What follows belongs to an exercise in optimizing a design on an open flow for small area, a short achievable clock period and few clock cycles; a production flow would make more cautious choices. Where RTL was checked, it was by simulation tests only, not by an equivalence proof against the original. The RTL of runs 1 and 3 was laid out without a check of its function. Power is estimated from default activity; no workload was simulated.

**flow/run.sh**
```bash
#!/bin/bash
# The standard layout (the standard.sh: standard synthesis, floorplan,
# placement, CTS, routing), with the setup repair steps aiming for more slack
# than the clock period needs, so that they shorten the critical paths.
set -euo pipefail
export SETUP_SLACK_MARGIN=6.8
bash standard.sh > standard.log 2>&1
```
**standard.sh**
```bash
#!/bin/bash
# synth_recipe.tcl (not shown) runs the flow's synth.tcl, then flattens the netlist and writes it again
# the make line also repeats each setting of config.mk as NAME=value (left out here)
make -C /OpenROAD-flow-scripts/flow DESIGN_CONFIG=/design/flow/config.mk WORK_HOME=/design/flow/orfs CLKGATE_MAP_FILE= SYNTH_SCRIPT=/design/flow/synth_recipe.tcl "${@:-finish}"
```
**config.mk**
```make
export PLATFORM = sky130hd
export DESIGN_NAME = franklin_rx
export DESIGN_NICKNAME = franklin_rx
export VERILOG_FILES = /design/flow/design.v
export SDC_FILE = /design/flow/constraint.sdc
export NUM_CORES = 4
export LEC_CHECK = 0
export CAP_MARGIN = 20
export CORE_MARGIN = 2
export CORE_UTILIZATION = 50
export CTS_CLUSTER_DIAMETER = 100
export CTS_CLUSTER_SIZE = 20
export PLACE_DENSITY = 0.65
export SLEW_MARGIN = 20
```
**constraint.sdc**
```tcl
create_clock -name core_clock -period 10.0 [get_ports {clk}]
set_input_delay 2.0000 -clock core_clock [delete_from_list [all_inputs] [get_ports {clk}]]
set_output_delay 2.0000 -clock core_clock [all_outputs]
set_load 0.01 [all_outputs]
```
**design.v**
```verilog
module franklin_rx (
    input  wire       clk,
    input  wire       rst,           
    input  wire       in_valid,
    input  wire       in_timeout,
    input  wire [7:0] in_byte,
    output wire       in_ready,
    output reg        tx_valid,
    output wire [7:0] tx_byte,
    output reg        ind_valid,
    input  wire       ind_ready,
    output reg        ind_dispatch,
    output reg  [7:0] ind_data,
    output reg        ind_last,
    input  wire [1:0] verdict
);
    localparam QD = 8;               
    localparam QW = 3;
    function [4:0] contrib;
        input [1:0] j;
        input [7:0] d;
        begin
            case (j)
                2'd0: contrib = {^(d & 8'h4B), ^(d & 8'h95), ^(d & 8'h26), ^(d & 8'h38), ^(d & 8'hC0)};
                2'd1: contrib = {^(d & 8'hDC), ^(d & 8'h6C), ^(d & 8'hB5), ^(d & 8'h3A), ^(d & 8'hC3)};
                default: contrib = {^(d & 8'hE2), ^(d & 8'hD5), ^(d & 8'hB9), ^(d & 8'h7E), ^(d & 8'hFF)};
            endcase
        end
    endfunction
    function [4:0] tagpar;
        input [2:0] tag;
        begin
            tagpar = {{4{tag[0] ^ tag[1]}}, tag[0]};
        end
    endfunction
    function [3:0] code_hi;
        input [2:0] idx;
        begin
            case (idx)
                3'd0: code_hi = 4'h8;
                3'd1: code_hi = 4'hE;
                3'd2: code_hi = 4'hD;
                3'd3: code_hi = 4'hB;
                3'd4: code_hi = 4'hF;
                3'd5: code_hi = 4'h9;
                default: code_hi = 4'hA;
            endcase
        end
    endfunction
    reg       rdy;
    reg       tk_v;
    reg       tk_to;
    reg [7:0] tk_b;
    reg       tk_known;      
    reg       tk_start;      
    assign in_ready = rdy;
    wire in_known = in_byte[7:4] == code_hi(in_byte[2:0]) && !in_byte[3] &&
                    in_byte[2:0] != 3'd7;
    wire in_start = !in_byte[7] && in_byte[6:0] != 7'd0 && in_byte[6:0] != 7'd1 &&
                    in_byte[6:0] != 7'd2 && in_byte[6:0] != 7'd4;
    always @(posedge clk) begin
        tk_v     <= in_valid & rdy & ~rst;
        tk_to    <= in_timeout;
        tk_b     <= in_byte;
        tk_known <= in_known;
        tk_start <= in_start;
    end
    reg [7:0] mem [0:127];
    reg [4:0] syn [0:42];
    reg       coll;          
    reg       dph;           
    reg       first;         
    reg [6:0] flen;          
    reg [6:0] dleft;         
    reg [1:0] gj;            
    reg [4:0] acc;           
    reg [5:0] gw;            
    reg [5:0] tr, tr1;       
    reg [5:0] kc;            
    reg [4:0] synh;          
    reg       bad;
    reg       ffb;           
    reg       ff_in;
    reg [6:0] wp, fs, rq;    
    reg       wv;            
    reg [6:0] wa;
    reg [7:0] wd;
    reg [7:0] ra;            
    reg [15:0] rb;           
    reg [7:0] pf [0:1];      
    reg       pfh, pft;
    reg [1:0] pfn;
    reg [7:0]    q [0:QD-1];
    reg [QW-1:0] qh, qt;
    reg [QW:0]   qn;
    reg          hv;         
    reg [7:0]    hd;
    reg       ad;            
    reg [6:0] bleft;         
    reg       pv;            
    reg [1:0] txi;           
    reg       txx;
    assign tx_byte = {1'b1, txx, txi[0], txi[1], 2'b00, txi[1], txi[0]};
    wire       bt      = tk_v && coll && !tk_to;         
    wire       cchk    = bt && !dph;                     
    wire [4:0] cb      = contrib(gj, tk_b);
    wire [4:0] nsyn    = acc ^ cb;
    wire       wsyn    = bt && gj == 2'd2;
    wire       chk_ok  = tk_b == {synh, tr[2:0]};
    wire       lastchk = (kc == 6'd1);
    wire       fail    = bad || !chk_ok;
    wire       keep    = !fail && ffb == ff_in;           
    wire [5:0] sidx    = cchk ? tr1 : tr;
    reg       push;
    reg [7:0] pdat;
    always @(*) begin
        push = 1'b0;
        pdat = 8'h09;
        if (tk_v) begin
            if (!coll) begin
                if (!tk_to && tk_known) begin
                    push = 1'b1;
                    pdat = {5'd0, tk_b[2:0]};
                end else if (!tk_to && !tk_start) begin
                    push = 1'b1;
                end
            end else if (tk_to) begin
                push = 1'b1;
            end else if (!dph && lastchk) begin
                push = 1'b1;
                if (keep)
                    pdat = {1'b1, flen};
                else
                    pdat = {7'h04, fail};
            end
        end
    end
    always @(posedge clk) begin
        wv <= !rst && bt && dph;
        wa <= wp;
        wd <= first ? {1'b0, tk_b[6:0]} : tk_b;
        if (wv)
            mem[wa] <= wd;
        if (wsyn)
            syn[gw] <= nsyn;
        if (wsyn && gw == sidx)
            synh <= nsyn ^ tagpar(sidx[2:0]);
        else
            synh <= syn[sidx] ^ tagpar(sidx[2:0]);
    end
    always @(posedge clk) begin
        if (rst) begin
            coll  <= 1'b0;
            ff_in <= 1'b0;
            wp    <= 7'd0;
            fs    <= 7'd0;
        end else if (tk_v) begin
            if (!coll) begin
                if (!tk_to && tk_start) begin
                    coll  <= 1'b1;
                    dph   <= 1'b1;
                    first <= 1'b1;
                    flen  <= tk_b[6:0] - 7'd2;
                    dleft <= tk_b[6:0] - 7'd1;
                    gj    <= 2'd1;
                    acc   <= contrib(2'd0, tk_b);
                    gw    <= 6'd0;
                    tr    <= 6'd0;
                    tr1   <= 6'd1;
                    kc    <= 6'd1;
                    bad   <= 1'b0;
                end
            end else if (tk_to) begin
                coll <= 1'b0;
                wp   <= fs;
            end else begin
                gj  <= (gj == 2'd2) ? 2'd0 : gj + 2'd1;
                acc <= (gj == 2'd2) ? 5'd0 : nsyn;
                if (gj == 2'd2)
                    gw <= gw + 6'd1;
                if (dph) begin
                    wp    <= wp + 7'd1;
                    first <= 1'b0;
                    if (first)
                        ffb <= tk_b[7];
                    dleft <= dleft - 7'd1;
                    if (dleft == 7'd1)
                        dph <= 1'b0;
                    if (gj == 2'd0)
                        kc <= kc + 6'd1;
                end else begin
                    tr  <= tr1;
                    tr1 <= tr1 + 6'd1;
                    kc  <= kc - 6'd1;
                    if (!chk_ok)
                        bad <= 1'b1;
                    if (lastchk) begin
                        coll <= 1'b0;
                        if (keep) begin
                            ff_in <= ~ff_in;
                            fs    <= wp;
                        end else begin
                            wp <= fs;
                        end
                    end
                end
            end
        end
    end
    wire ofree = !ind_valid || ind_ready;
    wire vfire = ind_valid && ind_ready && ind_dispatch && ind_last;
    reg hcons;               
    reg ldd;                 
    reg ldc;                 
    reg txe;                 
    always @(*) begin
        hcons = 1'b0;
        ldd   = 1'b0;
        ldc   = 1'b0;
        txe   = 1'b0;
        if (ad) begin
            ldd = ofree && pfn != 2'd0;
        end else if (hv) begin
            if (hd[7]) begin
                ldd = ofree && pfn != 2'd0; hcons = ldd;
            end else if (hd[3]) begin
                txe = !pv; hcons = !pv;
            end else begin
                ldc = ofree; hcons = ofree;
            end
        end
    end
    wire hload = (!hv || hcons) && (qn != 0);
    always @(posedge clk) begin
        if (push)
            q[qt] <= pdat;
        if (hload)
            hd <= q[qh];
    end
    wire [6:0] used   = wp - rq;
    wire [QW:0] qn_p1 = qn + 1'b1;
    wire [QW:0] qn_m1 = qn - 1'b1;
    wire       rgo    = pfn != 2'd2 && rq != fs;
    reg  [7:0] mcol [0:7];
    reg  [7:0] mrd;
    integer mi, mj;
    always @(*) begin
        for (mi = 0; mi < 8; mi = mi + 1) begin
            mcol[mi] = 8'd0;
            for (mj = 0; mj < 16; mj = mj + 1)
                mcol[mi] = mcol[mi] | ({8{rb[mj]}} & mem[8 * mj + mi]);
        end
        mrd = 8'd0;
        for (mi = 0; mi < 8; mi = mi + 1)
            mrd = mrd | ({8{ra[mi]}} & mcol[mi]);
    end
    always @(posedge clk) begin
        if (rgo)
            pf[pft] <= mrd;
    end
    wire       tkpush = tk_v && (coll ? (tk_to || (!dph && lastchk)) : (!tk_to && !tk_start));
    always @(posedge clk) begin
        if (rst) begin
            qh        <= {QW{1'b0}};
            qt        <= {QW{1'b0}};
            qn        <= {(QW+1){1'b0}};
            hv        <= 1'b0;
            ad        <= 1'b0;
            pv        <= 1'b0;
            rq        <= 7'd0;
            ra        <= 8'd1;
            rb        <= 16'd1;
            pfh       <= 1'b0;
            pft       <= 1'b0;
            pfn       <= 2'd0;
            ind_valid <= 1'b0;
            tx_valid  <= 1'b0;
            rdy       <= 1'b1;
        end else begin
            if (push)
                qt <= qt + 1'b1;
            if (hload)
                qh <= qh + 1'b1;
            if (push && !hload)
                qn <= qn_p1;
            else if (!push && hload)
                qn <= qn_m1;
            if (hload)
                hv <= 1'b1;
            else if (hcons)
                hv <= 1'b0;
            rdy <= ({1'b0, qn} + {{QW{1'b0}}, tkpush} <= QD - 2) &&
                   !((rq != fs) && (used >= 7'd125));
            if (rgo) begin
                rq  <= rq + 7'd1;
                ra  <= {ra[6:0], ra[7]};
                if (ra[7])
                    rb <= {rb[14:0], rb[15]};
                pft <= ~pft;
            end
            if (ldd)
                pfh <= ~pfh;
            pfn <= pfn + {1'b0, rgo} - {1'b0, ldd};
            tx_valid <= vfire || txe;
            if (vfire)
                pv <= 1'b0;
            if (ofree)
                ind_valid <= 1'b0;
            if (ldd) begin
                ind_valid    <= 1'b1;
                if (ad) begin
                    bleft    <= bleft - 7'd1;
                    if (bleft == 7'd1) begin
                        ad <= 1'b0;
                        pv <= 1'b1;
                    end
                end else begin
                    bleft    <= hd[6:0];
                    ad       <= 1'b1;
                end
            end
            if (ldc)
                ind_valid    <= 1'b1;
        end
    end
    wire [7:0] o_data = ldd ? pf[pfh] : {code_hi(hd[2:0]), 1'b0, hd[2:0]};
    wire       o_last = ldd ? (ad && bleft == 7'd1) : 1'b1;
    wire       o_ld   = ldd || ldc;
    always @(posedge clk) begin
        if (rst) begin
            ind_data     <= 8'd0;
            ind_last     <= 1'b0;
            ind_dispatch <= 1'b0;
        end else if (o_ld) begin
            ind_data     <= o_data;
            ind_last     <= o_last;
            ind_dispatch <= ldd;
        end
        txi <= vfire ? {verdict[0] ^ verdict[1], verdict[1]} : {1'b0, hd[0]};
        txx <= vfire ? verdict[0] : hd[0];
    end
endmodule
```
==> flow_metrics.py, run 1 <==
metrics = {
    "clock_tree": {
        "holdBufCountCts": 0,
        "clock_latency_ns": 0.69,
        "cts_sinks": 1497,
        "tritoncts": "built",
        "cts_buffer_depth": 3,
        "cts_root_buf": "clkbuf_16",
        "cts_made_buffers": 84,
        "clk_pin_slew_ns": 0.09,
        "htreeDepth": 3,
    },
    "sta": {
        "tightest_slew_ns": 1.20,
        "fin_crit_ns": 3.52,
        "min_period_over_period": 0.352,
        "setup_tns_ns": 0,
        "finalSetupViolCount": 0,
        "finalHoldViolCount": 0,
        "worst_slack_ns": 6.48,
        "relSlewSlack": 0.196,
        "max_freq_mhz": 284,
        "drv_slew": 0,
        "rsz0062_at_grt": "true",
        "fin_worst_skew_ns": 0.0263,
    },
    "logic_synthesis": {
        "synthMuxAreaShare": 0.0195,
        "synth_top_family_by_area": "compound AO/OA/AOI/OAI gates",
        "syn_inst": 3537,
        "yosys.area.top_type_share": 0.725,
        "syn_area_um2": 57300,
        "synthTopCellsByCount": "edfxtp_1, nor2_1, a221oi_1, a22o_1, nand2_1",
        "yosysTopAreaCell": "edfxtp_1",
        "async_flop_share": 0,
        "avgSynthCellArea_um2": 16.2,
        "synthFlopType": "edfxtp_1",
        "synth_xor_area_frac": 0.0166,
        "synth.most_common_cell": "edfxtp_1",
        "ys_types": 74,
        "synth-edff-count": 1383,
        "ys.warnings.count": 2,
        "seq_area_frac_synth": 0.765,
        "synth_compound_area_frac": 0.114,
        "synth-simple-area-share": 0.0566,
        "synthAdderAreaFrac": 0.00856,
        "synth-seq-cells": 1497,
        "synthTopCellsByArea": "edfxtp_1, dfxtp_1, a221oi_1",
    },
    "placement": {
        "dpl.hpwl_mm": 88.6,
        "placed_cells": 4909,
        "place_congestion": 0.857,
        "place_area_um2": 59300,
        "dp_slack_ns": 4.84,
        "port_buffers": 32,
    },
    "power": {
        "p_leak_nw": 19.1,
        "cellPowerDensity_nw_per_um2": 181,
        "internal-power_mw": 8.82,
        "switching_power_mw": 2.45,
        "combPwrFrac": 0.057,
        "peakVddDrop_mv": 0.149,
        "power_frac_seq": 0.628,
        "power.share.switching": 0.217,
        "power_mw": 11.3,
        "clkPwrFrac": 0.315,
    },
    "setup_path": {
        "endpoint_kind": "flip-flop",
        "critPathKind": "in -> reg",
        "crit_path_start_kind": "primary input",
        "endpoint": "qn[3]$_SDFFE_PP0P_",
        "cp.required_ns": 10.62,
        "r2r_start": "rb[15]$_SDFFE_PP0P_",
        "path_max_fanout": 5,
        "path_cells": "buf_6, nand2b_4, o21ai_4, mux2_4, o21ai_4, o41a_4, inv_2, ha_4, inv_4, ha_4, a21o_1, a21oi_2, xnor2_1, or3_1, a21oi_1",
        "r2r_slack_ns": 6.83,
        "critPathSlowestCell": "or3_1",
        "reg2reg_to": "pf[1][4]$_DFFE_PP_",
        "cp_data_arrival_time_ns": 4.14,
        "worst_path_largest_cell_delay_ns": 0.30,
        "reg2regPathDepth": 8,
        "startpoint": "ind_ready",
    },
    "drt": {
        "routed_wl_mm": 150,
        "viasPerCell": 6.48,
        "postRouteAntennaNets": 0,
        "drt_iter0_drc": 4322,
        "drc": 0,
        "vias": 32800,
        "wl_per_cell_um": 29.5,
        "drt_pass1_iterations": 6,
    },
    "cells_and_area": {
        "fin_cells": 5067,
        "layout.nets": 3554,
        "insertedDiodeCount": 0,
        "final_area_um2": 62100,
        "syn_to_final_growth_pct": 8.46,
        "fillCellCount": 8935,
        "final-seq-area_um2": 43900,
        "multiInputGateArea_um2": 12800,
        "layout-drive-gt1-share": 0.0945,
    },
    "global_routing": {
        "grt_pass1_vias": 31200,
        "grt_overflow": 0,
        "grt_usage": 0.252,
        "grt_max_degree": 104,
        "antenna_found_initial": 0,
        "grt_pass1_wl_mm": 217,
    },
    "floorplan": {
        "initial_core_util": 0.502,
        "ios": 36,
        "core_um2": 114000,
        "die_height_um": 342,
        "die_x_um": 342,
        "rows": 124,
        "design.die.area_um2": 117000,
    },
    "worst_hold_path": {
        "hold_path.class": "reg -> reg",
    },
    "job": {
        "maxCapViolCount": 0,
    },
    "outcome": {
        "status": "timing/DRC/antenna clean",
    },
}
## stage by stage
stage               hold slack (ns)   util
global route                  0.452  0.545
finish                        0.449  0.545
detailed placement            0.429  0.520
global placement              0.433  0.520
CTS                           0.444  0.543
floorplan                     0.329      -
## state kept, by name, indices dropped and copies added (netlist names), 8 cells and up, named ones only
signal	flops
mem	1024
wd	8
q	64
ra	8
hd	8
tk_b	8
pf	16
ind_data	8
syn	215
rb	16
## worst max-delay path: cells and delay by family
family                   cells  cell delay (ns)
adder cells (fa/ha/maj)      2             0.35
AND/OR/NAND/NOR              2             0.45
buffers and inverters        3             0.17
XOR/XNOR                     1             0.08
AO/OA/AOI/OAI                6             0.82
multiplexers                 1             0.27
## kinds of logic (layout without fill, tap and decap cells)
family,Yosys count,count (layout)
flops,1497,1497
compound gates,822,822
simple gates,706,706
buf+inv,277,294
xor+xnor,107,107
mux,88,88
fa+ha+maj,38,38
other cells,2,3
## power by group through the flow
| stage | registers (mW) | clock network, mW | logic [mW] |
|---|---|---|---|
| floorplan | 7.17 | 0 | 0.396 |
| global placement | 7.20 | 0 | 0.589 |
| detailed placement | 7.21 | 0 | 0.597 |
| CTS | 7.07 | 3.58 | 0.624 |
| global route | 7.09 | 3.78 | 0.706 |
| finish | 7.08 | 3.55 | 0.645 |
## area by class of cell
type	count	share of cell area
timing repair inverter	1	0.0000806
clock inverter	5	0.00107
multi-input combinational	1764	0.206
inverter	49	0.00316
tap	1512	0.0305
timing repair buffer	104	0.0146
clock buffer	135	0.0373
sequential	1497	0.707
## placed cells by master (no fill, tap or decap), types with 6 or more instances in the layout
cell type,n
clkbuf_16,85
a22o_1,237
dfxtp_2,26
a22oi_1,101
dfxtp_4,18
buf_6,27
nor3_1,18
a222oi_1,32
nor4_1,7
o21ai_0,32
mux2i_1,52
edfxtp_1,1383
ha_1,31
nor2_1,289
xor2_1,45
nand3b_1,6
buf_4,58
nor2_2,12
clkdlybuf4s50_1,12
buf_2,6
a21oi_1,107
nor2b_1,12
o211ai_1,8
mux4_2,16
inv_1,42
nand2b_1,11
mux2_2,11
nand4_1,88
xnor2_1,52
and2_1,13
nand2_1,157
or3_1,7
a221oi_1,232
dfxtp_1,70
nand3_1,48
clkbuf_1,50
## worst min path at each step
stage / start / to / slack, ns / cells past startpoint
CTS: wp[0]$_SDFFE_PP0P_ / wa[0]$_DFF_P_ / 0.44 / 0
finish: wp[0]$_SDFFE_PP0P_ / wa[0]$_DFF_P_ / 0.45 / 0
floorplan: tk_b[3]$_DFF_P_ / wd[3]$_DFF_P_ / 0.33 / 0
global placement: wp[0]$_SDFFE_PP0P_ / wa[0]$_DFF_P_ / 0.43 / 0
global route: wp[0]$_SDFFE_PP0P_ / wa[0]$_DFF_P_ / 0.45 / 0
detailed placement: wp[0]$_SDFFE_PP0P_ / wa[0]$_DFF_P_ / 0.43 / 0
## routing by layer
layer | global-route usage | wire length, µm | part of all wire | vias to the layer above
li1 | - | - | - | 14100
met1 | 0.365 | 61400 | 0.41 | 16700
met2 | 0.396 | 69900 | 0.47 | 1751
met4 | 0.0701 | 4310 | 0.029 | 0
met3 | 0.0428 | 14000 | 0.094 | 244
met5 | 0 | 0 | 0 | -
## repair_timing
action | CTS | global route
gates resized for setup | 149 | 28
setup buffers | 12 | 4
pin swaps | 13 | 11
cloned | 1 | 0
endpoints found under the setup margin | 151 | 166
==> inputs of run 2 (changes only) <==
--- a/design.v
+++ b/design.v
@@ -92,7 +92,7 @@
     reg [1:0] pfn;
     reg [7:0]    q [0:QD-1];
     reg [QW-1:0] qh, qt;
-    reg [QW:0]   qn;
+    reg [QD-1:0] qn;         
     reg          hv;         
     reg [7:0]    hd;
     reg       ad;            
@@ -230,7 +230,7 @@
             end
         end
     end
-    wire hload = (!hv || hcons) && (qn != 0);
+    wire hload = (!hv || hcons) && qn[0];
     always @(posedge clk) begin
         if (push)
             q[qt] <= pdat;
@@ -238,8 +238,6 @@
             hd <= q[qh];
     end
     wire [6:0] used   = wp - rq;
-    wire [QW:0] qn_p1 = qn + 1'b1;
-    wire [QW:0] qn_m1 = qn - 1'b1;
     wire       rgo    = pfn != 2'd2 && rq != fs;
     reg  [7:0] mcol [0:7];
     reg  [7:0] mrd;
@@ -263,7 +261,7 @@
         if (rst) begin
             qh        <= {QW{1'b0}};
             qt        <= {QW{1'b0}};
-            qn        <= {(QW+1){1'b0}};
+            qn        <= {QD{1'b0}};
             hv        <= 1'b0;
             ad        <= 1'b0;
             pv        <= 1'b0;
@@ -282,14 +280,14 @@
             if (hload)
                 qh <= qh + 1'b1;
             if (push && !hload)
-                qn <= qn_p1;
+                qn <= {qn[QD-2:0], 1'b1};
             else if (!push && hload)
-                qn <= qn_m1;
+                qn <= {1'b0, qn[QD-1:1]};
             if (hload)
                 hv <= 1'b1;
             else if (hcons)
                 hv <= 1'b0;
-            rdy <= ({1'b0, qn} + {{QW{1'b0}}, tkpush} <= QD - 2) &&
+            rdy <= !(tkpush ? qn[QD-3] : qn[QD-2]) &&
                    !((rq != fs) && (used >= 7'd125));
             if (rgo) begin
                 rq  <= rq + 7'd1;
==> run 2 against run 1 <==
Sequential power fell by 1%. Clock skew is 0.015 ns higher. Clock power rose by 1%. Combinational power shrank 29%. Power down 2.0%. Routed wire length fell by 1.0%. Sequential share of layout area barely moved. Still clean. Utilization up 0.12 points. Worst hold slack worse by 0.012 ns. Register-to-register slack worse by 0.04 ns. Sequential cell count rose by 4. First-iteration DRC count is 4.5% lower. Critical path type is now reg -> reg.
==> flow_metrics.py, run 2 <==
metrics = {
    "outcome": {
        "status": "timing/DRC/antenna clean",
    },
    "drt": {
        "routed_wl_mm": 148,
        "drc": 0,
        "drt_pass1_iterations": 8,
        "drt_iter0_drc": 4129,
        "postRouteAntennaNets": 0,
        "viasPerCell": 6.42,
        "vias": 32600,
        "wl_per_cell_um": 29.2,
    },
    "floorplan": {
        "die_height_um": 342,
        "rows": 124,
        "ios": 36,
        "initial_core_util": 0.502,
        "die_x_um": 342,
        "core_um2": 114000,
        "design.die.area_um2": 117000,
    },
    "sta": {
        "fin_worst_skew_ns": 0.0412,
        "finalHoldViolCount": 0,
        "fin_crit_ns": 3.21,
        "tightest_slew_ns": 1.16,
        "finalSetupViolCount": 0,
        "setup_tns_ns": 0,
        "rsz0062_at_grt": "true",
        "min_period_over_period": 0.321,
        "max_freq_mhz": 312,
        "hold_slack_ns": 0.437,
        "drv_slew": 0,
        "worst_slack_ns": 6.79,
        "relSlewSlack": 0.224,
    },
    "worst_hold_path": {
        "hold_start": "tk_b[3]$_DFF_P_",
        "hold_path.class": "reg -> reg",
        "whs_path_depth": 0,
    },
    "job": {
        "maxCapViolCount": 0,
    },
    "clock_tree": {
        "cts_sinks": 1501,
        "clock_latency_ns": 0.69,
        "cts_buffer_depth": 3,
        "htreeDepth": 3,
        "tritoncts": "built",
        "cts_made_buffers": 85,
        "clk_pin_slew_ns": 0.09,
        "cts_root_buf": "clkbuf_16",
    },
    "power": {
        "power_frac_seq": 0.633,
        "power_mw": 11.0,
        "internal-power_mw": 8.71,
        "clkPwrFrac": 0.326,
        "cellPowerDensity_nw_per_um2": 177,
        "power.share.switching": 0.211,
        "switching_power_mw": 2.34,
        "peakVddDrop_mv": 0.135,
        "p_leak_nw": 19.1,
        "combPwrFrac": 0.041,
    },
    "logic_synthesis": {
        "yosys.area.top_type_share": 0.725,
        "synth-seq-cells": 1501,
        "syn_inst": 3527,
        "syn_area_um2": 57300,
        "ys_types": 68,
        "ys.warnings.count": 2,
        "async_flop_share": 0,
        "yosysTopAreaCell": "edfxtp_1",
        "synth-edff-count": 1383,
        "synth.most_common_cell": "edfxtp_1",
        "avgSynthCellArea_um2": 16.2,
        "synthFlopType": "edfxtp_1",
        "synthTopCellsByCount": "edfxtp_1, nor2_1, a221oi_1, a22o_1, nand2_1",
        "synthTopCellsByArea": "edfxtp_1, dfxtp_1, a221oi_1",
        "seq_area_frac_synth": 0.766,
    },
    "setup_path": {
        "r2r_slack_ns": 6.79,
        "path_cells": "buf_4, a22o_1, a221oi_1, nand4_1, a221oi_2, nand4_1",
        "startpoint": "rb[13]$_SDFFE_PP0P_",
        "cp_data_arrival_time_ns": 3.55,
        "path_max_fanout": 23,
        "cp.required_ns": 10.35,
        "crit_path_start_kind": "flip-flop",
        "critPathKind": "reg -> reg",
        "critPathSlowestCell": "a221oi_2",
        "endpoint_kind": "flip-flop",
        "cp_common_cell": "nand4_1",
        "worst_path_largest_cell_delay_ns": 0.53,
        "r2r_start": "rb[13]$_SDFFE_PP0P_",
        "reg2regPathDepth": 6,
    },
    "cells_and_area": {
        "final_core_util": 0.546,
        "most-common-layout-cells": "edfxtp_1, nor2_1, a22o_1",
        "layout-drive-gt1-share": 0.0991,
        "insertedDiodeCount": 0,
        "largestRegisters": "mem (1024), syn (215), q (64)",
        "largest_register": "mem",
        "layout.nets": 3552,
        "fillCellCount": 8938,
        "largest_reg_flops": 1024,
        "syn_to_final_growth_pct": 8.69,
        "layout_commonest_cell": "edfxtp_1",
    },
    "placement": {
        "dp_slack_ns": 5.60,
        "port_buffers": 32,
        "dpl.hpwl_mm": 88.1,
        "place_congestion": 0.859,
    },
    "global_routing": {
        "grt_usage": 0.250,
        "grt_overflow": 0,
        "grt_max_degree": 106,
        "grt_pass1_wl_mm": 216,
        "antenna_found_initial": 0,
        "grt_pass1_vias": 31100,
    },
}
-- run 2: cell type report --
| cell class | instances | area [µm²] | area share |
|---|---|---|---|
| sequential | 1501 | 44000 | 0.707 |
| multi-input combinational | 1765 | 12800 | 0.205 |
| inverter | 40 | 160 | 0.00257 |
| tap | 1512 | 1890 | 0.0304 |
| timing repair buffer | 111 | 965 | 0.0155 |
| clock inverter | 5 | 70.1 | 0.00113 |
| clock buffer | 140 | 2370 | 0.0382 |
-- run 2: final timing paths --
check                            end
setup / recovery  pf[0][7]$_DFFE_PP_
hold / removal         wd[3]$_DFF_P_
setup reg to reg  pf[0][7]$_DFFE_PP_
hold reg to reg        wd[3]$_DFF_P_
-- run 2: critical path: cells and delay by family, from the launching register on --
kind,cells,cell delay [ns]
AOI/OAI and AO/OA,3,1.25
and+or+nand+nor,2,0.71
DFF,1,0.52
buffers and inverters,1,0.34
-- run 2: what timing repair did --
action                                  4_1_cts  5_1_grt
pin swaps                                     5        2
endpoints found under the setup margin      448      226
cloned                                        1        0
gates resized for setup                     147       27
hold buffers                                  0        0
setup buffers                                12        6
-- run 2: kinds of logic (layout without fill, tap and decap cells) --
| group | after synthesis | in the layout | share of synthesized area |
|---|---|---|---|
| flops | 1501 | 1501 | 0.766 |
| compound gates | 800 | 800 | 0.111 |
| simple gates | 727 | 727 | 0.0581 |
| buf+inv | 263 | 296 | 0.0185 |
| xor+xnor | 107 | 107 | 0.0166 |
| mux | 94 | 95 | 0.0217 |
| fa+ha+maj | 33 | 33 | 0.00734 |
| other cells | 2 | 3 | 0.000131 |
-- run 2: power groups by stage --
| stage | registers, mW | logic [mW] | clock network [mW] |
|---|---|---|---|
| 2_1_floorplan | 7.12 | 0.258 | 0 |
| 3_3_place_gp | 7.13 | 0.412 | 0 |
| 3_5_place_dp | 7.13 | 0.423 | 0 |
| 4_1_cts | 6.99 | 0.444 | 3.63 |
| 5_1_grt | 6.99 | 0.493 | 3.84 |
| 6_report | 6.99 | 0.455 | 3.60 |
-- run 2: metrics by stage --
step                cell area (µm²)  cells
floorplan                     57500   3528
detailed placement            59400   4909
global placement              59300   4908
finish                        62200   5074
global route                  62200   5074
CTS                           62100   5067
-- run 2: metal layers --
metal / GRT usage / wire (µm)
met2: 0.396 / 70000
met1: 0.361 / 61200
met3: 0.0361 / 12300
met5: 0 / 0
met4: 0.0736 / 4450
Testbench counts of run 2, summed over its fixed seeds: cycles 80,353.
==> inputs of run 3 (changes only) <==
--- a/design.v
+++ b/design.v
@@ -87,9 +87,8 @@
     reg [7:0] wd;
     reg [7:0] ra;            
     reg [15:0] rb;           
-    reg [7:0] pf [0:1];      
-    reg       pfh, pft;
-    reg [1:0] pfn;
+    reg [7:0] pf;            
+    reg       pfv;
     reg [7:0]    q [0:QD-1];
     reg [QW-1:0] qh, qt;
     reg [QD-1:0] qn;         
@@ -219,10 +218,10 @@
         ldc   = 1'b0;
         txe   = 1'b0;
         if (ad) begin
-            ldd = ofree && pfn != 2'd0;
+            ldd = ofree && pfv;
         end else if (hv) begin
             if (hd[7]) begin
-                ldd = ofree && pfn != 2'd0; hcons = ldd;
+                ldd = ofree && pfv; hcons = ldd;
             end else if (hd[3]) begin
                 txe = !pv; hcons = !pv;
             end else begin
@@ -238,7 +237,7 @@
             hd <= q[qh];
     end
     wire [6:0] used   = wp - rq;
-    wire       rgo    = pfn != 2'd2 && rq != fs;
+    wire       rgo    = (!pfv || ldd) && rq != fs;
     reg  [7:0] mcol [0:7];
     reg  [7:0] mrd;
     integer mi, mj;
@@ -254,7 +253,7 @@
     end
     always @(posedge clk) begin
         if (rgo)
-            pf[pft] <= mrd;
+            pf <= mrd;
     end
     wire       tkpush = tk_v && (coll ? (tk_to || (!dph && lastchk)) : (!tk_to && !tk_start));
     always @(posedge clk) begin
@@ -268,9 +267,7 @@
             rq        <= 7'd0;
             ra        <= 8'd1;
             rb        <= 16'd1;
-            pfh       <= 1'b0;
-            pft       <= 1'b0;
-            pfn       <= 2'd0;
+            pfv       <= 1'b0;
             ind_valid <= 1'b0;
             tx_valid  <= 1'b0;
             rdy       <= 1'b1;
@@ -294,11 +291,11 @@
                 ra  <= {ra[6:0], ra[7]};
                 if (ra[7])
                     rb <= {rb[14:0], rb[15]};
-                pft <= ~pft;
             end
-            if (ldd)
-                pfh <= ~pfh;
-            pfn <= pfn + {1'b0, rgo} - {1'b0, ldd};
+            if (rgo)
+                pfv <= 1'b1;
+            else if (ldd)
+                pfv <= 1'b0;
             tx_valid <= vfire || txe;
             if (vfire)
                 pv <= 1'b0;
@@ -321,7 +318,7 @@
                 ind_valid    <= 1'b1;
         end
     end
-    wire [7:0] o_data = ldd ? pf[pfh] : {code_hi(hd[2:0]), 1'b0, hd[2:0]};
+    wire [7:0] o_data = ldd ? pf : {code_hi(hd[2:0]), 1'b0, hd[2:0]};
     wire       o_last = ldd ? (ad && bleft == 7'd1) : 1'b1;
     wire       o_ld   = ldd || ldc;
     always @(posedge clk) begin
==> run 3 against run 2 <==
Power down 2.3%. Synthesized cell count up 1.2%. Still clean on timing, DRC and antenna. Clock-buffer cell count down 20. Die area down 0.41%. Sequential share of layout area down 0.059 points. Sequential power down 1%. Register-to-register slack worse by 0.08 ns.
==> flow_metrics.py, run 3 <==
metrics = {
    "placement": {
        "placed_cells": 4929,
        "port_buffers": 32,
        "dp_slack_ns": 5.47,
        "place_congestion": 0.862,
        "dpl.hpwl_mm": 87.3,
    },
    "worst_hold_path": {
        "whs_path_depth": 1,
        "hold_start": "first$_DFFE_PP_",
        "hold_end": "wd[7]$_SDFF_PP0_",
        "hold_path.class": "reg -> reg",
    },
    "drt": {
        "viasPerCell": 6.50,
        "wl_per_cell_um": 29.1,
        "drt_iter0_drc": 4290,
        "routed_wl_mm": 148,
        "postRouteAntennaNets": 0,
        "vias": 33000,
        "drt_pass1_iterations": 9,
        "drc": 0,
    },
    "setup_path": {
        "reg2reg_to": "pf[1]$_DFFE_PP_",
        "critPathKind": "reg -> reg",
        "path_max_fanout": 26,
        "endpoint_kind": "flip-flop",
        "worst_path_largest_cell_delay_ns": 0.59,
        "r2r_slack_ns": 6.71,
        "cp.required_ns": 10.31,
        "crit_path_start_kind": "flip-flop",
        "reg2regPathDepth": 7,
        "critPathSlowestCell": "a22oi_1",
        "path_cells": "buf_4, buf_4, a22o_1, a221oi_1, nand4_1, a22oi_1, nand4_1",
        "cp_data_arrival_time_ns": 3.61,
        "r2r_start": "rb[6]$_SDFFE_PP0P_",
    },
    "sta": {
        "finalSetupViolCount": 0,
        "rsz0062_at_grt": "true",
        "worst_slack_ns": 6.71,
        "drv_slew": 0,
        "fin_worst_skew_ns": 0.0515,
        "min_period_over_period": 0.329,
        "relSlewSlack": 0.207,
        "max_freq_mhz": 304,
        "fin_crit_ns": 3.29,
        "finalHoldViolCount": 0,
        "tightest_slew_ns": 1.18,
        "setup_tns_ns": 0,
    },
    "clock_tree": {
        "cts_root_buf": "clkbuf_16",
        "cts_buffer_depth": 3,
        "clk_pin_slew_ns": 0.08,
        "cts_sinks": 1489,
        "tritoncts": "built",
        "htreeDepth": 3,
        "cts_made_buffers": 85,
        "holdBufCountCts": 0,
        "clock_latency_ns": 0.71,
    },
    "cells_and_area": {
        "layout_commonest_cell": "edfxtp_1",
        "fillCellCount": 8690,
        "largest_register": "mem",
        "largestRegisters": "mem (1024), syn (215), q (64)",
        "layout-drive-gt1-share": 0.0957,
        "most-common-layout-cells": "edfxtp_1, nor2_1, a22o_1",
        "syn_to_final_growth_pct": 8.39,
        "insertedDiodeCount": 0,
        "largest_reg_flops": 1024,
        "layout.nets": 3590,
        "fin_cells": 5083,
    },
    "floorplan": {
        "die_x_um": 342,
        "core_um2": 113000,
        "initial_core_util": 0.506,
        "ios": 36,
        "die_height_um": 342,
        "rows": 123,
        "design.die.area_um2": 117000,
    },
    "logic_synthesis": {
        "synthTopCellsByArea": "edfxtp_1, dfxtp_1, a221oi_1",
        "syn_inst": 3569,
        "avgSynthCellArea_um2": 16.0,
        "synth-edff-count": 1375,
        "async_flop_share": 0,
        "yosysTopAreaCell": "edfxtp_1",
        "synth-seq-cells": 1489,
        "synthFlopType": "edfxtp_1",
        "ys_types": 70,
        "seq_area_frac_synth": 0.764,
        "synth.most_common_cell": "edfxtp_1",
        "yosys.area.top_type_share": 0.724,
        "synthTopCellsByCount": "edfxtp_1, nor2_1, a221oi_1, a22o_1, nand2_1",
        "ys.warnings.count": 2,
        "syn_area_um2": 57000,
    },
    "global_routing": {
        "grt_pass1_vias": 31100,
        "antenna_found_initial": 1,
        "grt_max_degree": 107,
        "grt_usage": 0.249,
        "grt_overflow": 0,
        "grt_pass1_wl_mm": 215,
    },
    "outcome": {
        "status": "timing/DRC/antenna clean",
    },
    "job": {
        "maxCapViolCount": 0,
    },
    "power": {
        "cellPowerDensity_nw_per_um2": 175,
        "peakVddDrop_mv": 0.127,
        "p_leak_nw": 19.0,
    },
}
run 3: how the worst max path moves through the flow:
| stage | from | slack, ns | to |
|---|---|---|---|
| detailed placement | ind_ready | 5.47 | rq[5]$_SDFFE_PP0P_ |
| finish | rb[6]$_SDFFE_PP0P_ | 6.71 | pf[1]$_DFFE_PP_ |
| CTS | coll$_SDFFE_PP0P_ | 6.65 | synh[4]$_DFF_P_ |
| global route | coll$_SDFFE_PP0P_ | 6.74 | synh[4]$_DFF_P_ |
| floorplan | ind_ready | 6.44 | rq[5]$_SDFFE_PP0P_ |
| global placement | ind_ready | 5.48 | rq[5]$_SDFFE_PP0P_ |
run 3: timing repair:
action / CTS / global route
gates resized for setup: 114 / 25
pin swaps: 2 / 7
gates cloned: 2 / 0
buffers inserted: 16 / 10
setup endpoints to repair: 262 / 228
run 3: logic make-up after synthesis:
kind of cell    after synthesis  synth area share
compound gates              821             0.113
mux                          76            0.0181
xor+xnor                    102            0.0157
other cells                   2          0.000132
simple gates                767            0.0627
fa+ha+maj                    31           0.00693
flops                      1489             0.764
buf+inv                     281            0.0195
run 3: final cells by class:
| type | instances | area [µm²] | share of cell area |
|---|---|---|---|
| sequential | 1489 | 43700 | 0.706 |
| multi-input combinational | 1801 | 12700 | 0.206 |
| clock buffer | 120 | 2320 | 0.0376 |
| tap | 1500 | 1880 | 0.0304 |
| timing repair buffer | 118 | 981 | 0.0159 |
| inverter | 48 | 188 | 0.00304 |
| clock inverter | 6 | 78.8 | 0.00128 |
| timing repair inverter | 1 | 6.26 | 0.000101 |
run 3: critical path, delay by kind of cell, from the launching register on:
kind / cells / cell delay, ns
buffers and inverters: 2 / 0.65
AOI/OAI and AO/OA: 3 / 1.11
DFF: 1 / 0.49
and+or+nand+nor: 2 / 0.62
run 3: layer usage:
metal,vias up,share of wire,routed length (µm),GRT usage
met5,-,0.000081,12,0
met1,16900,0.41,60100,0.359
met3,259,0.091,13400,0.0413
met4,2,0.029,4350,0.0783
li1,14200,-,-,-
met2,1658,0.47,69800,0.392
run 3: per-stage QoR:
stage / util / total power, mW / hold WS, ns / cell area (µm²)
CTS: 0.546 / 10.8 / 0.441 / 61600
detailed placement: 0.523 / 7.35 / 0.438 / 59000
global placement: 0.523 / 7.34 / 0.422 / 59000
floorplan: - / 7.23 / 0.329 / 57200
global route: 0.548 / 11.1 / 0.452 / 61800
finish: 0.548 / 10.8 / 0.432 / 61800
run 3: power breakdown:
group	total [mW]	switching, mW	internal (mW)
Combinational	0.317	0.217	0.100
Clock	3.57	1.94	1.63
Sequential	6.90	0.0549	6.84
Total	10.8	2.22	8.57
==> inputs of run 4 (changes only) <==
--- a/design.v
+++ b/design.v
@@ -85,10 +85,11 @@
     reg       wv;            
     reg [6:0] wa;
     reg [7:0] wd;
-    reg [7:0] ra;            
+    reg [3:0] ra;            
     reg [15:0] rb;           
-    reg [7:0] pf;            
-    reg       pfv;
+    reg [7:0] pf [0:1];      
+    reg       pfh, pft;
+    reg [1:0] pfn;
     reg [7:0]    q [0:QD-1];
     reg [QW-1:0] qh, qt;
     reg [QD-1:0] qn;         
@@ -218,10 +219,10 @@
         ldc   = 1'b0;
         txe   = 1'b0;
         if (ad) begin
-            ldd = ofree && pfv;
+            ldd = ofree && pfn != 2'd0;
         end else if (hv) begin
             if (hd[7]) begin
-                ldd = ofree && pfv; hcons = ldd;
+                ldd = ofree && pfn != 2'd0; hcons = ldd;
             end else if (hd[3]) begin
                 txe = !pv; hcons = !pv;
             end else begin
@@ -237,9 +238,9 @@
             hd <= q[qh];
     end
     wire [6:0] used   = wp - rq;
-    wire       rgo    = (!pfv || ldd) && rq != fs;
+    wire       rgo    = pfn != 2'd2 && rq != fs;
     reg  [7:0] mcol [0:7];
-    reg  [7:0] mrd;
+    reg  [7:0] mrd [0:1];
     integer mi, mj;
     always @(*) begin
         for (mi = 0; mi < 8; mi = mi + 1) begin
@@ -247,13 +248,18 @@
             for (mj = 0; mj < 16; mj = mj + 1)
                 mcol[mi] = mcol[mi] | ({8{rb[mj]}} & mem[8 * mj + mi]);
         end
-        mrd = 8'd0;
-        for (mi = 0; mi < 8; mi = mi + 1)
-            mrd = mrd | ({8{ra[mi]}} & mcol[mi]);
+        mrd[0] = 8'd0;
+        mrd[1] = 8'd0;
+        for (mi = 0; mi < 4; mi = mi + 1) begin
+            mrd[0] = mrd[0] | ({8{ra[mi]}} & mcol[2 * mi]);
+            mrd[1] = mrd[1] | ({8{ra[mi]}} & mcol[2 * mi + 1]);
+        end
     end
     always @(posedge clk) begin
-        if (rgo)
-            pf <= mrd;
+        if (rgo && !pft)
+            pf[0] <= mrd[0];
+        if (rgo && pft)
+            pf[1] <= mrd[1];
     end
     wire       tkpush = tk_v && (coll ? (tk_to || (!dph && lastchk)) : (!tk_to && !tk_start));
     always @(posedge clk) begin
@@ -265,9 +271,11 @@
             ad        <= 1'b0;
             pv        <= 1'b0;
             rq        <= 7'd0;
-            ra        <= 8'd1;
+            ra        <= 4'd1;
             rb        <= 16'd1;
-            pfv       <= 1'b0;
+            pfh       <= 1'b0;
+            pft       <= 1'b0;
+            pfn       <= 2'd0;
             ind_valid <= 1'b0;
             tx_valid  <= 1'b0;
             rdy       <= 1'b1;
@@ -288,14 +296,15 @@
                    !((rq != fs) && (used >= 7'd125));
             if (rgo) begin
                 rq  <= rq + 7'd1;
-                ra  <= {ra[6:0], ra[7]};
-                if (ra[7])
+                if (rq[0])
+                    ra <= {ra[2:0], ra[3]};
+                if (rq[0] && ra[3])
                     rb <= {rb[14:0], rb[15]};
+                pft <= ~pft;
             end
-            if (rgo)
-                pfv <= 1'b1;
-            else if (ldd)
-                pfv <= 1'b0;
+            if (ldd)
+                pfh <= ~pfh;
+            pfn <= pfn + {1'b0, rgo} - {1'b0, ldd};
             tx_valid <= vfire || txe;
             if (vfire)
                 pv <= 1'b0;
@@ -318,7 +327,7 @@
                 ind_valid    <= 1'b1;
         end
     end
-    wire [7:0] o_data = ldd ? pf : {code_hi(hd[2:0]), 1'b0, hd[2:0]};
+    wire [7:0] o_data = ldd ? pf[pfh] : {code_hi(hd[2:0]), 1'b0, hd[2:0]};
     wire       o_last = ldd ? (ad && bleft == 7'd1) : 1'b1;
     wire       o_ld   = ldd || ldc;
     always @(posedge clk) begin
==> run 4 against run 3 <==
Clock power is essentially flat. Still clean. Setup slack gained 0.11 ns. Critical path depth shrank 4. First-iteration DRC count shrank 6.9%. Routed wire length grew 0.43%. Register-to-register slack gained 0.11 ns. Largest cell class unchanged. Via count shrank 0.97%. Final area shrank 0.23%. Clock-buffer cell count shrank 4.
==> flow_metrics.py, run 4 <==
metrics = {
    "outcome": {
        "status": "timing/DRC/antenna clean",
    },
    "clock_tree": {
        "clock_latency_ns": 0.70,
        "clk_pin_slew_ns": 0.08,
        "cts_sinks": 1496,
        "cts_buffer_depth": 3,
        "htreeDepth": 3,
        "tritoncts": "built",
        "cts_root_buf": "clkbuf_16",
        "holdBufCountCts": 0,
        "cts_made_buffers": 84,
    },
    "sta": {
        "setup_tns_ns": 0,
        "relSlewSlack": 0.219,
        "tightest_slew_ns": 1.17,
        "drv_slew": 0,
        "max_freq_mhz": 314,
        "fin_crit_ns": 3.18,
        "min_period_over_period": 0.318,
        "rsz0062_at_grt": "true",
        "fin_worst_skew_ns": 0.0343,
        "finalHoldViolCount": 0,
        "finalSetupViolCount": 0,
    },
    "drt": {
        "drt_iter0_drc": 3993,
        "viasPerCell": 6.43,
        "drt_pass1_iterations": 8,
        "drc": 0,
        "postRouteAntennaNets": 0,
        "routed_wl_mm": 148,
        "vias": 32700,
        "wl_per_cell_um": 29.2,
    },
    "global_routing": {
        "grt_overflow": 0,
        "grt_usage": 0.253,
        "grt_pass1_vias": 31200,
        "antenna_found_initial": 1,
        "grt_pass1_wl_mm": 216,
        "grt_max_degree": 110,
    },
    "setup_path": {
        "crit_path_start_kind": "flip-flop",
        "cp_data_arrival_time_ns": 3.48,
        "endpoint_kind": "flip-flop",
        "critPathKind": "reg -> reg",
        "path_max_fanout": 8,
        "cp.required_ns": 10.30,
    },
    "job": {
        "maxCapViolCount": 0,
    },
    "cells_and_area": {
        "most-common-layout-cells": "edfxtp_1, a22oi_1, nor2_1",
        "largest_reg_flops": 1024,
        "layout.nets": 3601,
        "largestRegisters": "mem (1024), syn (215), q (64)",
        "largest_register": "mem",
        "insertedDiodeCount": 0,
        "syn_to_final_growth_pct": 8.03,
        "final_core_util": 0.547,
        "final_area_um2": 61700,
        "layout-drive-gt1-share": 0.0892,
        "layout_commonest_cell": "edfxtp_1",
    },
    "placement": {
        "place_congestion": 0.864,
        "dpl.hpwl_mm": 86.7,
        "place_area_um2": 59100,
        "port_buffers": 32,
    },
    "logic_synthesis": {
        "synth.most_common_cell": "edfxtp_1",
        "avgSynthCellArea_um2": 16.0,
        "synth-seq-cells": 1496,
        "synthFlopType": "edfxtp_1",
        "yosysTopAreaCell": "edfxtp_1",
        "synthTopCellsByArea": "edfxtp_1, a22oi_1, dfxtp_1",
        "seq_area_frac_synth": 0.767,
        "yosys.area.top_type_share": 0.727,
        "syn_area_um2": 57100,
        "ys_types": 69,
        "synthTopCellsByCount": "edfxtp_1, a22oi_1, nor2_1, nand2_1, clkbuf_1",
        "syn_inst": 3578,
        "async_flop_share": 0,
        "synth-edff-count": 1383,
        "ys.warnings.count": 4,
    },
    "power": {
        "peakVddDrop_mv": 0.120,
        "cellPowerDensity_nw_per_um2": 177,
        "p_leak_nw": 18.9,
    },
    "floorplan": {
        "ios": 36,
        "rows": 123,
        "die_x_um": 342,
        "core_um2": 113000,
        "die_height_um": 342,
        "design.die.area_um2": 117000,
        "initial_core_util": 0.506,
    },
    "worst_hold_path": {
        "hold_path.class": "reg -> reg",
    },
}
[run 4: routing by layer]
layer | vias to the layer above | global-route usage | routed length [µm]
met5 | - | 0 | 10
met3 | 250 | 0.0449 | 13900
met4 | 2 | 0.0731 | 4550
met2 | 1652 | 0.390 | 68700
met1 | 16700 | 0.371 | 61300
li1 | 14100 | - | -
[run 4: logic make-up (layout without fill, tap and decap cells)]
group | after synthesis | in the layout | share of synthesized area
AO/OA/AOI/OAI | 820 | 820 | 0.107
XOR/XNOR | 105 | 105 | 0.0166
adder cells (fa/ha/maj) | 33 | 33 | 0.00736
buffers and inverters | 264 | 271 | 0.0188
flip-flops | 1496 | 1496 | 0.767
multiplexers | 79 | 80 | 0.0202
other | 2 | 3 | 0.000132
AND/OR/NAND/NOR | 779 | 779 | 0.0629
[run 4: worst paths after layout]
kind / startpoint / to / slack, ns / cells past startpoint
min reg2reg: rdy$_SDFF_PP1_ / tk_v$_DFF_P_ / 0.44 / 2
max: wa[3]$_DFF_P_ / mem[108][7]$_DFFE_PP_ / 6.82 / 3
max reg2reg: wa[3]$_DFF_P_ / mem[108][7]$_DFFE_PP_ / 6.82 / 3
min: rdy$_SDFF_PP1_ / tk_v$_DFF_P_ / 0.44 / 2
[run 4: area by class of cell]
class	count	area, µm²
clock buffers	116	2310
clock inverters	4	75.1
fillers	8835	51100
inverters	48	186
multi-input cells	1820	12500
flip-flops and latches	1496	43900
well taps	1500	1880
repair buffers	102	830
repair inverters	1	5.00
[run 4: per-stage QoR]
stage | power [mW] | instances | setup WS (ns) | hold WS [ns]
finish | 10.9 | 5087 | 6.82 | 0.437
global route | 11.2 | 5087 | 6.64 | 0.455
floorplan | 7.31 | 3579 | 6.45 | 0.326
CTS | 10.9 | 5082 | 6.78 | 0.443
global placement | 7.45 | 4949 | 5.91 | 0.419
detailed placement | 7.46 | 4949 | 5.92 | 0.418
[run 4: power breakdown]
part / switching, mW / internal (mW)
clock: 1.94 / 1.64
sequential: 0.0624 / 6.89
combinational: 0.247 / 0.121
total: 2.25 / 8.65
[run 4: critical path: stages, from the launching register on]
cell and delay [ns]:
dfxtp_1 0.51, nor2b_1 0.30, nand3_1 0.82, nor2_1 1.16
[run 4: repair_timing]
action	in CTS	in global routing
resized for setup	110	20
gates cloned	1	1
pin swaps	2	1
buffers inserted	12	4
endpoints found under the setup margin	145	114
Testbench counts of run 4, summed over its fixed seeds: cycles 80,353.
==> inputs of run 5 (changes only) <==
==> flow/run.sh (replaced) <==
#!/bin/bash
# The standard layout (the standard.sh: standard synthesis, floorplan,
# placement, CTS, routing), with the setup repair steps aiming for more slack
# than the clock period needs, so that they shorten the critical paths.
set -euo pipefail
export SETUP_SLACK_MARGIN=7.2
bash standard.sh > standard.log 2>&1
==> run 5 against run 4 <==
Die area unchanged. Synthesized cell count unchanged. Area after synthesis unchanged. Routed wire length up 1.8%. Final cell count up 0.75%. Non-clock buffer count up 37. First-iteration DRC count up 14%. Final area up 2.6%. Largest power group unchanged.
==> flow_metrics.py, run 5 <==
metrics = {
    "floorplan": {
        "ios": 36,
        "initial_core_util": 0.506,
        "die_x_um": 342,
        "rows": 123,
        "core_um2": 113000,
        "design.die.area_um2": 117000,
        "die_height_um": 342,
    },
    "sta": {
        "min_period_over_period": 0.314,
        "finalSetupViolCount": 0,
        "fin_worst_skew_ns": 0.0322,
        "setup_tns_ns": 0,
        "fin_crit_ns": 3.14,
        "tightest_slew_ns": 1.13,
        "finalHoldViolCount": 0,
        "relSlewSlack": 0.243,
        "worst_slack_ns": 6.86,
        "max_freq_mhz": 318,
        "drv_slew": 0,
        "rsz0062_at_grt": "true",
    },
    "logic_synthesis": {
        "synthTopCellsByArea": "edfxtp_1, a22oi_1, dfxtp_1",
        "ys.warnings.count": 4,
        "yosysTopAreaCell": "edfxtp_1",
        "synthTopCellsByCount": "edfxtp_1, a22oi_1, nor2_1, nand2_1, clkbuf_1",
        "seq_area_frac_synth": 0.767,
        "syn_inst": 3578,
        "yosys.area.top_type_share": 0.727,
        "synth-seq-cells": 1496,
        "synth-edff-count": 1383,
        "synthFlopType": "edfxtp_1",
        "ys_types": 69,
        "async_flop_share": 0,
        "synth.most_common_cell": "edfxtp_1",
        "syn_area_um2": 57100,
        "avgSynthCellArea_um2": 16.0,
    },
    "setup_path": {
        "r2r_start": "wa[4]$_DFF_P_",
        "crit_family": "flip-flops",
        "critPathSlowestCell": "dfxtp_2",
        "path_max_fanout": 2,
        "endpoint_kind": "output port",
        "r2r_slack_ns": 7.01,
        "worst_path_largest_cell_delay_ns": 0.37,
        "path_cells": "buf_6",
        "reg2reg_to": "mem[102][3]$_DFFE_PP_",
        "cp.required_ns": 8.00,
        "reg2regPathDepth": 3,
        "cp_data_arrival_time_ns": 1.14,
        "cp_num_buf_inv": 1,
        "crit_path_start_kind": "flip-flop",
        "critPathKind": "reg -> out",
    },
    "global_routing": {
        "grt_pass1_wl_mm": 219,
        "grt_overflow": 0,
        "grt_usage": 0.256,
        "grt_max_degree": 101,
        "antenna_found_initial": 0,
        "grt_pass1_vias": 31700,
    },
    "cells_and_area": {
        "layout.nets": 3647,
        "fillCellCount": 8563,
        "largest_reg_flops": 1024,
        "most-common-layout-cells": "edfxtp_1, a22oi_1, nand2_1",
        "insertedDiodeCount": 0,
        "layout_commonest_cell": "edfxtp_1",
        "syn_to_final_growth_pct": 10.9,
        "final_area_um2": 63300,
        "largest_register": "mem",
        "largestRegisters": "mem (1024), syn (215), q (64)",
        "layout-drive-gt1-share": 0.153,
    },
    "drt": {
        "viasPerCell": 6.49,
        "postRouteAntennaNets": 0,
        "wl_per_cell_um": 29.5,
        "top_layer": "met4",
        "vias": 33300,
        "drt_pass1_iterations": 9,
        "met3_length_mm": 15.6,
        "routed_wl_mm": 151,
        "drc": 0,
        "drt_iter0_drc": 4544,
        "wl_met2_mm": 71.0,
        "m1WireLength_mm": 60.9,
    },
    "clock_tree": {
        "cts_sinks": 1496,
        "cts_root_buf": "clkbuf_16",
        "clk_pin_slew_ns": 0.08,
        "cts_buffer_depth": 3,
        "tritoncts": "built",
        "cts_made_buffers": 84,
        "htreeDepth": 3,
        "holdBufCountCts": 0,
        "clock_latency_ns": 0.69,
    },
    "power": {
        "power.share.switching": 0.206,
        "power_mw": 10.9,
        "peakVddDrop_mv": 0.144,
        "power_frac_seq": 0.639,
        "combPwrFrac": 0.038,
        "internal-power_mw": 8.63,
        "clkPwrFrac": 0.323,
        "p_leak_nw": 19.3,
        "cellPowerDensity_nw_per_um2": 172,
        "switching_power_mw": 2.25,
    },
    "worst_hold_path": {
        "hold_start": "wp[0]$_SDFFE_PP0P_",
        "hold_path.class": "reg -> reg",
        "whs_path_depth": 0,
        "hold_end": "wa[0]$_DFF_P_",
    },
    "placement": {
        "port_buffers": 32,
        "place_area_um2": 59000,
        "dpl.hpwl_mm": 85.1,
        "place_congestion": 0.847,
        "dp_slack_ns": 5.90,
    },
    "job": {
        "maxCapViolCount": 0,
    },
    "outcome": {
        "status": "timing/DRC/antenna clean",
    },
}
==> run 5: cell type report <==
cell class / count / area [µm²] / area share
tap: 1500 / 1880 / 0.0297
sequential: 1496 / 43900 / 0.694
clock buffer: 111 / 2290 / 0.0362
multi-input combinational: 1829 / 13500 / 0.213
clock inverter: 1 / 8.76 / 0.000138
timing repair inverter: 1 / 5.00 / 0.0000791
timing repair buffer: 139 / 1520 / 0.0240
inverter: 48 / 196 / 0.00310
==> run 5: power by group through the flow <==
stage               registers [mW]  clock network [mW]  logic (mW)
floorplan                     7.09                   0       0.231
global placement              7.09                   0       0.358
detailed placement            7.09                   0       0.365
CTS                           6.95                3.54       0.394
global route                  6.96                3.76       0.442
finish                        6.95                3.52       0.408
==> run 5: cell families after synthesis <==
group / after synthesis / synth area share
compound gates: 820 / 0.107
xor+xnor: 105 / 0.0166
fa+ha+maj: 33 / 0.00736
buf+inv: 264 / 0.0188
flops: 1496 / 0.767
mux: 79 / 0.0202
other cells: 2 / 0.000132
simple gates: 779 / 0.0629
==> run 5: how the worst max path moves through the flow <==
stage / start / end / slack (ns) / cells after the start
floorplan: ind_ready / qn[5]$_SDFFE_PP0P_ / 6.45 / 11
global placement: ind_ready / qn[1]$_SDFFE_PP0P_ / 5.95 / 10
detailed placement: ind_ready / qn[6]$_SDFFE_PP0P_ / 5.90 / 11
CTS: ind_dispatch$_SDFFE_PP0P_ / ind_dispatch / 6.82 / 1
global route: ind_data[7]$_SDFFE_PP0P_ / ind_data[7] / 6.82 / 1
finish: ind_data[7]$_SDFFE_PP0P_ / ind_data[7] / 6.86 / 1
==> run 5: what timing repair did <==
action,CTS,global route
endpoints found under the setup margin,830,1075
resized for setup,250,176
buffers inserted,37,19
pin swaps,25,31
cloned,14,2
==> run 5: routing by layer <==
layer  vias up  GRT usage
li1      14200          -
met1     16900      0.367
met2      1876      0.403
met3       255     0.0487
met4         0     0.0696
met5         -          0
==> run 5: metrics by stage <==
| stage | std cells | hold slack [ns] | utilization |
|---|---|---|---|
| 2_1_floorplan | 3579 | 0.326 | - |
| 3_3_place_gp | 4940 | 0.433 | 0.523 |
| 3_5_place_dp | 4940 | 0.440 | 0.523 |
| 4_1_cts | 5103 | 0.452 | 0.554 |
| 5_1_grt | 5125 | 0.451 | 0.561 |
| 6_report | 5125 | 0.459 | 0.561 |
==> inputs of run 6 (changes only) <==
==> flow/run.sh (replaced) <==
#!/bin/bash
# The standard layout (the standard.sh: standard synthesis, floorplan,
# placement, CTS, routing), with the setup repair steps aiming for more slack
# than the clock period needs, so that they shorten the critical paths.
set -euo pipefail
export SETUP_SLACK_MARGIN=7.0
bash standard.sh > standard.log 2>&1
--- a/config.mk
+++ b/config.mk
@@ -9,6 +9,6 @@
 export CORE_MARGIN = 2
 export CORE_UTILIZATION = 50
 export CTS_CLUSTER_DIAMETER = 100
-export CTS_CLUSTER_SIZE = 20
+export CTS_CLUSTER_SIZE = 24
 export PLACE_DENSITY = 0.65
 export SLEW_MARGIN = 20
==> run 6 against run 5 <==
Still clean. Final area shrank 2.1%. Area after synthesis is the same. Clock power shrank 6.0%. Final cell count shrank 0.49%. Critical path depth is the same. Non-clock buffer count shrank 12. Largest cell class unchanged.
==> flow_metrics.py, run 6 <==
metrics = {
    "outcome": {
        "status": "timing/DRC/antenna clean",
    },
    "setup_path": {
        "crit_family": "flip-flops",
        "cp_num_buf_inv": 1,
        "reg2regPathDepth": 3,
        "path_max_fanout": 2,
        "cp.required_ns": 8.00,
        "critPathSlowestCell": "dfxtp_4",
        "worst_path_largest_cell_delay_ns": 0.36,
        "startpoint": "ind_valid$_SDFFE_PP0P_",
        "cp_num_cells": 1,
        "r2r_start": "wa[3]$_DFF_P_",
        "crit_path_start_kind": "flip-flop",
        "critPathKind": "reg -> out",
        "path_cells": "buf_6",
        "cp_data_arrival_time_ns": 1.16,
        "endpoint_kind": "output port",
    },
    "logic_synthesis": {
        "synth-simple-area-share": 0.0629,
        "synth_compound_area_frac": 0.107,
        "synth.most_common_cell": "edfxtp_1",
        "yosys.area.top_type_share": 0.727,
        "synthTopCellsByCount": "edfxtp_1, a22oi_1, nor2_1, nand2_1, clkbuf_1",
        "syn_inst": 3578,
        "synth_xor_area_frac": 0.0166,
        "ys_types": 69,
        "synthTopCellsByArea": "edfxtp_1, a22oi_1, dfxtp_1",
        "synthFlopType": "edfxtp_1",
        "seq_area_frac_synth": 0.767,
        "synthAdderAreaFrac": 0.00736,
        "async_flop_share": 0,
        "synthMuxAreaShare": 0.0202,
        "avgSynthCellArea_um2": 16.0,
        "synth-seq-cells": 1496,
        "yosysTopAreaCell": "edfxtp_1",
        "synth-edff-count": 1383,
        "syn_area_um2": 57100,
        "synth_top_family_by_area": "compound AO/OA/AOI/OAI gates",
        "ys.warnings.count": 4,
    },
    "sta": {
        "tightest_slew_ns": 1.18,
        "min_period_over_period": 0.316,
        "setup_tns_ns": 0,
        "relSlewSlack": 0.213,
        "drv_slew": 0,
        "max_freq_mhz": 316,
        "fin_crit_ns": 3.16,
        "finalHoldViolCount": 0,
        "finalSetupViolCount": 0,
        "fin_worst_skew_ns": 0.0377,
        "rsz0062_at_grt": "true",
    },
    "cells_and_area": {
        "fillCellCount": 8771,
        "largest_register": "mem",
        "layout-drive-gt1-share": 0.0989,
        "insertedDiodeCount": 0,
        "syn_to_final_growth_pct": 8.49,
        "fin_cells": 5100,
        "largest_reg_flops": 1024,
        "layout_commonest_cell": "edfxtp_1",
        "most-common-layout-cells": "edfxtp_1, a22oi_1, nor2_1",
        "largestRegisters": "mem (1024), syn (215), q (64)",
        "layout.nets": 3616,
    },
    "global_routing": {
        "grt_pass1_wl_mm": 216,
        "grt_max_degree": 116,
        "grt_overflow": 0,
        "grt_usage": 0.251,
        "grt_pass1_vias": 31400,
        "antenna_found_initial": 0,
    },
    "drt": {
        "postRouteAntennaNets": 0,
        "viasPerCell": 6.48,
        "vias": 33100,
        "drt_pass1_iterations": 7,
        "drc": 0,
        "drt_iter0_drc": 4608,
        "routed_wl_mm": 150,
        "wl_per_cell_um": 29.3,
    },
    "job": {
        "maxCapViolCount": 0,
    },
    "clock_tree": {
        "htreeDepth": 3,
        "clock_latency_ns": 0.69,
        "cts_root_buf": "clkbuf_16",
        "clk_pin_slew_ns": 0.10,
        "cts_made_buffers": 72,
        "cts_buffer_depth": 3,
        "tritoncts": "built",
        "holdBufCountCts": 0,
        "cts_sinks": 1496,
    },
    "floorplan": {
        "die_x_um": 342,
        "core_um2": 113000,
        "rows": 123,
        "design.die.area_um2": 117000,
        "ios": 36,
        "initial_core_util": 0.506,
        "die_height_um": 342,
    },
    "placement": {
        "dpl.hpwl_mm": 87.4,
        "placed_cells": 4949,
        "port_buffers": 32,
        "place_congestion": 0.876,
    },
    "power": {
        "cellPowerDensity_nw_per_um2": 172,
        "peakVddDrop_mv": 0.135,
        "p_leak_nw": 18.9,
    },
    "worst_hold_path": {
        "whs_path_depth": 0,
        "hold_path.class": "reg -> reg",
        "hold_start": "wp[0]$_SDFFE_PP0P_",
    },
}
run 6: path summary, 6_finish.rpt:
check                                        endpoint  slack, ns
worst max-delay path                        ind_valid       6.84
worst min-delay path                    wa[0]$_DFF_P_       0.43
worst min register to register          wa[0]$_DFF_P_       0.43
worst max register to register  mem[105][4]$_DFFE_PP_       6.93
run 6: cells by family after synthesis:
| logic type | count (synthesis) |
|---|---|
| AOI/OAI and AO/OA | 820 |
| xor gates and xnor gates | 105 |
| adders and majority gates | 33 |
| buffers and inverters | 264 |
| DFF | 1496 |
| muxes | 79 |
| other | 2 |
| and+or+nand+nor | 779 |
run 6: through the flow:
step / setup slack, ns / hold WS [ns] / utilization / area [µm²] / power [mW]
after global placement: 5.93 / 0.422 / 0.523 / 59000 / 7.45
final: 6.84 / 0.427 / 0.549 / 61900 / 10.7
after global routing: 6.81 / 0.453 / 0.549 / 61900 / 10.9
after detailed placement: 5.90 / 0.410 / 0.523 / 59000 / 7.46
after floorplan: 6.45 / 0.326 / - / 57300 / 7.31
after CTS: 6.79 / 0.427 / 0.545 / 61500 / 10.7
run 6: timing repair:
| action | CTS | global route |
|---|---|---|
| cloned | 2 | 5 |
| gates resized for setup | 148 | 46 |
| setup buffers | 20 | 17 |
| pin swaps | 3 | 12 |
| endpoints found under the hold margin | 0 | 0 |
| endpoints found under the setup margin | 276 | 427 |
run 6: per-layer routing:
metal	vias to the layer above	wire length [µm]	global-route usage
met5	-	0	0
met4	0	4050	0.0742
met3	220	14300	0.0447
met2	1760	69700	0.393
met1	17000	61600	0.363
li1	14100	-	-
run 6: power breakdown:
group	leakage (nW)	internal [mW]	switching [mW]	total (mW)
clock network	0.998	1.42	1.88	3.31
logic	4.55	0.139	0.256	0.395
registers	13.4	6.89	0.0606	6.95
total	18.9	8.45	2.20	10.7
run 6: area by class of cell:
cell class              instances  area, µm²  area share
flip-flops and latches       1496      43900       0.708
multi-input cells            1822      12700       0.205
clock buffers                 102       2020      0.0326
well taps                    1500       1880      0.0303
repair buffers                127       1230      0.0199
inverters                      48        186     0.00301
clock inverters                 4       38.8    0.000626
repair inverters                1       5.00   0.0000808

port drivers added, routing unchanged:
The results above use ideal ports. As a check the final layouts listed here were re-extracted and re-timed, cells and wires unchanged.
Step 1: set_driving_cell puts a clkbuf_16 on clk and a buf_2 on each other input, an assumption about the parent block.
Step 2 moves the port delays by t, midway between the first and last clock arrival at a register: inputs arrive t later, outputs are due t later. That takes back most of the time a late clock gives input paths.
a / b / c = ideal / step 1 / step 2; a / b = the first two.
run	shift t [ns]	setup WS [ns]	latest minus earliest clock arrival (ns)	cell pins on the clock port's net
run 1	0.740	6.476 / 6.474 / 5.734	0.037 / 0.038	1
run 2	0.744	6.791 / 6.753 / 6.171	0.048 / 0.049	1
run 3	0.768	6.706 / 6.706 / 6.166	0.055 / 0.055	1
run 4	0.753	6.819 / 6.759 / 6.202	0.036 / 0.036	1
run 5	0.748	6.856 / 6.779 / 6.380	0.034 / 0.033	1
run 6	0.739	6.839 / 6.772 / 6.322	0.039 / 0.038	1
After both steps setup and hold are still met in every run listed. The setup slack of run 1, which loses most, moves by -0.002 ns with the drivers and by -0.742 ns with both steps.
